Context: an optimization exercise on an open-source flow, tuned for small area, a short achievable clock period and few clock cycles per item. The choices shown serve that exercise and are no tape-out recipe. Function was checked by simulation only, so behaviour that the tests miss may differ from the original. Power is estimated from default activity; no workload was simulated.

// pcmon_top
module pcmon_top (
    input  wire       clk,
    input  wire       rst_n,        
    input  wire       rst_in_n,     
    input  wire       rx_valid,
    input  wire       rx_err,
    input  wire [7:0] rx_data,
    output wire       rx_ready,
    output reg  [7:0] duty1,
    output reg  [7:0] duty2,
    output reg  [7:0] duty3,
    output reg  [7:0] duty4,
    output reg        net_tx,
    output reg        net_rx,
    output reg        act,
    output wire       busy,
    output wire       pix_valid,
    output wire [6:0] pix_x,
    output wire [5:0] pix_y,
    output wire       pix_on,
    output wire       pix_flush,
    input  wire       pix_ready
);
    localparam [1:0] K_RESET  = 2'd0;
    localparam [1:0] K_SETIND = 2'd1;
    localparam [1:0] K_NET    = 2'd2;
    localparam [1:0] K_RENDER = 2'd3;
    wire        idle;
    wire        svc       = idle;
    assign      busy      = ~idle;
    assign      rx_ready  = svc & rst_in_n;
    wire        byte_take = rx_ready & rx_valid & ~rx_err;
    wire        fin, len0, ok;
    wire [1:0]  kind;
    wire        qshift;
    wire [5:0]  q0;
    wire [7:0]  q5, q6, q7;
    pcmon_decoder u_dec (
        .clk       (clk),
        .rst_n     (rst_n),
  ...
Size in the first run: roughly 700 cells after synthesis, about 170 flip-flops, roughly 7800 um2 of cells after synthesis.
clock: 7.5 ns
lec_check: 0
cap_margin: 20
core_margin: 2
core_utilization: 40
cts_buf_list: sky130_fd_sc_hd__clkbuf_4 sky130_fd_sc_hd__clkbuf_8
cts_cluster_size: 40
setup_slack_margin: 4.3
slew_margin: 20
standard.sh (not shown) runs the stock make flow with config.mk's settings and CLKGATE_MAP_FILE= SYNTH_SCRIPT=/design/flow/synth_recipe.tcl, a recipe that flattens the netlist after the stock synthesis.
==> flow/flow/run.sh <==
#!/bin/bash
# The standard layout, with every port buffered by a plain sky130 buffer
# (buf_1) instead of the delay buffer buffer_ports picks by itself, and a
# clock tree of clkbuf_4/clkbuf_8 cells without dummy loads.
set -euo pipefail
export BUFFER_PORTS_ARGS="-buffer_cell sky130_fd_sc_hd__buf_1"
export CTS_ARGS="-sink_clustering_enable -repair_clock_nets -sink_clustering_size 25 -sink_clustering_max_diameter 60 -buf_list {sky130_fd_sc_hd__clkbuf_4 sky130_fd_sc_hd__clkbuf_8} -root_buf sky130_fd_sc_hd__clkbuf_8 -dont_use_dummy_load"
bash standard.sh > standard.log 2>&1
The starting point ran to the end with no violations.
Testbench counts at the start, summed over its fixed seeds: cycles 133,748, frames 384.
Then changed:
--- a/flow/flow/run.sh
+++ b/flow/flow/run.sh
@@ -7 +7 @@
-export CTS_ARGS="-sink_clustering_enable -repair_clock_nets -sink_clustering_size 25 -sink_clustering_max_diameter 60 -buf_list {sky130_fd_sc_hd__clkbuf_4 sky130_fd_sc_hd__clkbuf_8} -root_buf sky130_fd_sc_hd__clkbuf_8 -dont_use_dummy_load"
+export CTS_ARGS="-sink_clustering_enable -repair_clock_nets -sink_clustering_size 30 -sink_clustering_max_diameter 100 -buf_list {sky130_fd_sc_hd__clkbuf_8} -root_buf sky130_fd_sc_hd__clkbuf_8 -dont_use_dummy_load"
=> The changed run finished with timing, DRC and antenna clean; setup slack does not change; final area does not change; wire length stays the same; cell count stays the same; total power is unchanged; hold slack is unchanged; fmax does not change; clock skew stays the same; via count does not change; non-clock buffer count does not change; sequential share of layout area is unchanged.


== run A ==
Another version of the RTL of pcmon_top (not shown whole).
Size: ~610 cells after synthesis, roughly 160 flip-flops, roughly 67 I/O pins.
export LEC_CHECK = 0
export CAP_MARGIN = 20
export CORE_MARGIN = 2
export CORE_UTILIZATION = 50
export SETUP_SLACK_MARGIN = 4.3
export SLEW_MARGIN = 20
create_clock -name core_clock -period 7.5 [get_ports {clk}]
==> flow/flow/run.sh <==
#!/bin/bash
# The standard layout, with every port buffered by a plain sky130 buffer
# (buf_1) instead of the delay buffer buffer_ports picks by itself, and a
# clock tree of clkbuf_4/clkbuf_8 cells without dummy loads.
set -euo pipefail
export BUFFER_PORTS_ARGS="-buffer_cell sky130_fd_sc_hd__buf_1"
export CTS_ARGS="-sink_clustering_enable -repair_clock_nets -sink_clustering_size 30 -sink_clustering_max_diameter 100 -buf_list {sky130_fd_sc_hd__clkbuf_8} -root_buf sky130_fd_sc_hd__clkbuf_8 -dont_use_dummy_load"
bash standard.sh > standard.log 2>&1
Testbench counts of run A, summed over its fixed seeds: cycles 133,748, frames 384.
Changes in run B relative to run A:
- SETUP_SLACK_MARGIN changed from 4.3 to 4.4
- CORE_UTILIZATION changed from 50 to 40
==> results.txt <==
- First-pass GRT wire length of run B exceeds that of run A by a little under 10%.
- Compared with run A, in run B setup slack picked up an extra 0.012 ns; sequential fraction of total cell area lost 0.60 points; via count of the first global-routing pass picked up an extra 211.
- Row minimum hold slack: run B lower / run A higher
- Share of final layout cell area taken by non-clock buffers up 0.20 points in run B wrt run A
- Diff run A -> run B | number of fill cells | up by more than a quarter
- Per the comparison of run B with run A, clock group share of total power +0.5 points; power has increased.
- Share of layout cells above drive strength 1: run B higher than run A
- Total detailed-routing wirelength (run A / run B): 0.944
Input changes introduced in run C (baseline for comparison: run B):
- SETUP_SLACK_MARGIN: 4.4 -> 4.3
Notes after the runs:
Run C closes out successfully: all stages finished, all timing, DRC and antenna checks passed. Changes observed in run C relative to run B: highest attainable clock frequency level, cell-internal power level, initial antenna violation count moved down.
Input-level comparison between run D and run C:
- changing SETUP_SLACK_MARGIN from 4.3 to 4.2
### Flow results
Run D: full flow OK, the timing, design-rule and antenna checks passed. The cell count after placement of run C and that of run D are within noise of each other. Cmp run C and run D / met2 track demand over resource / higher: run C. Run D ended with less fraction of final layout cells sized beyond drive strength 1 than run C. Via count of the first global-routing pass in run D vs run C: up 96. Compared with run C, in run D first-iteration DRC count went up by 108, wire length shows a reduction of about 2.4%, global-route wire length before repair essentially unchanged. Cell area | run D vs run C | run D smaller. Compared with run C, run D shows a lower portion of total power attributed to combinational logic. Summary — number of setup buffers added after CTS, run D relative to run C: lower, by 1.
Setup changes, run D to run E
- changing SETUP_SLACK_MARGIN from 4.2 to 4.3
==> flow/flow/run.sh <==
#!/bin/bash
# The standard layout, with every port buffered by a plain sky130 buffer
# (buf_1) instead of the delay buffer buffer_ports picks by itself, and a
# clock tree of clkbuf_4/clkbuf_8 cells without dummy loads.
set -euo pipefail
export BUFFER_PORTS_ARGS="-buffer_cell sky130_fd_sc_hd__buf_1"
export CTS_ARGS="-buf_list {sky130_fd_sc_hd__clkbuf_8 sky130_fd_sc_hd__clkbuf_16} -root_buf sky130_fd_sc_hd__clkbuf_16 -repair_clock_nets -dont_use_dummy_load -distance_between_buffers 100"
bash standard.sh > standard.log 2>&1
[summary]
Final HPWL from detailed placement is lower on run D
Diff run D -> run E: post-place instance area held, relative contribution of sequential cells to total power went down 8.5 points, global-route usage over all layers went up 0.33 points, average detailed-routed wire length per instance went up 3.2%.
Compared to run D, run E has non-clock buffer total of the final layout 3 higher.
Run D ended up with met1 as its layer with the highest usage after global routing; run E ended up with met2.
In the flow results for run D and run E, the final critical-path share of the clock period is smaller on run E.
--- input diff run E..run F ---
==> flow/flow/run.sh <==
#!/bin/bash
# The standard layout, with every port buffered by a plain sky130 buffer
# (buf_1) instead of the delay buffer buffer_ports picks by itself, and a
# clock tree of clkbuf_4/clkbuf_8 cells without dummy loads.
set -euo pipefail
export BUFFER_PORTS_ARGS="-buffer_cell sky130_fd_sc_hd__buf_1"
export CTS_ARGS="-sink_clustering_enable -sink_clustering_size 24 -sink_clustering_max_diameter 150 -sink_clustering_levels 1 -buf_list {sky130_fd_sc_hd__clkbuf_8} -root_buf sky130_fd_sc_hd__clkbuf_8 -repair_clock_nets -dont_use_dummy_load"
bash standard.sh > standard.log 2>&1
## What came out
Run F: via count is 0.65% lower than what run E reported.
Where clock skew is concerned, run E is better than run F.
Per the comparison of run F with run E, minimum period implied by the final worst setup slack increased by 0.0041 ns relative to the old numbers, slack of the critical path decreased by 0.0041 ns relative to the old numbers, total met3 wirelength after detailed routing decreased by 14 um relative to the old numbers.
Run F against run E: floorplan die width has remained practically unchanged, detailed-route DRC error count has remained practically unchanged, share of cell area taken by multi-input logic gates has increased, core utilization has decreased, relative contribution of the clock network to total power has decreased.
Comparing run F against run E, there is no change at all in post-synthesis cell type count.

[separate check: timing with driven ports]
Ports are ideal in the flow. The routed layouts listed here were re-timed in OpenROAD.
Step 1, drivers: a clkbuf_16 drives clk and a buf_2 each remaining input, both assumed.
Step 2 times the ports against the registers' clock, not the clock port: input delays grow and output delays shrink by t, the midpoint of the rising clock arrivals with the driver on.
a / b / c = ideal / step 1 / step 2; a / b = the first two.
run	t (ns)	setup WS [ns]	worst hold slack (ns)	worst setup path at the end
the first run of note 1	0.484	4.147 / 4.107 / 3.947	0.400 / 0.400 / 0.400	input to register
the second run of note 1	0.484	4.147 / 4.107 / 3.947	0.400 / 0.400 / 0.400	input to register
run A	0.471	4.185 / 4.147 / 3.946	0.401 / 0.401 / 0.401	input to register
run B	0.477	4.197 / 4.127 / 3.984	0.396 / 0.396 / 0.396	input to register
run C	0.479	4.191 / 4.152 / 3.955	0.402 / 0.402 / 0.402	input to register
run D	0.472	4.176 / 4.117 / 3.727	0.397 / 0.397 / 0.397	input to register
run E	0.468	4.195 / 4.156 / 3.957	0.406 / 0.406 / 0.406	input to register
run F	0.479	4.191 / 4.152 / 3.955	0.402 / 0.402 / 0.402	input to register
After both steps every run listed still meets setup and hold. The setup slack of run D, which loses most, moves by -0.059 ns with the drivers and by -0.449 ns with both steps.
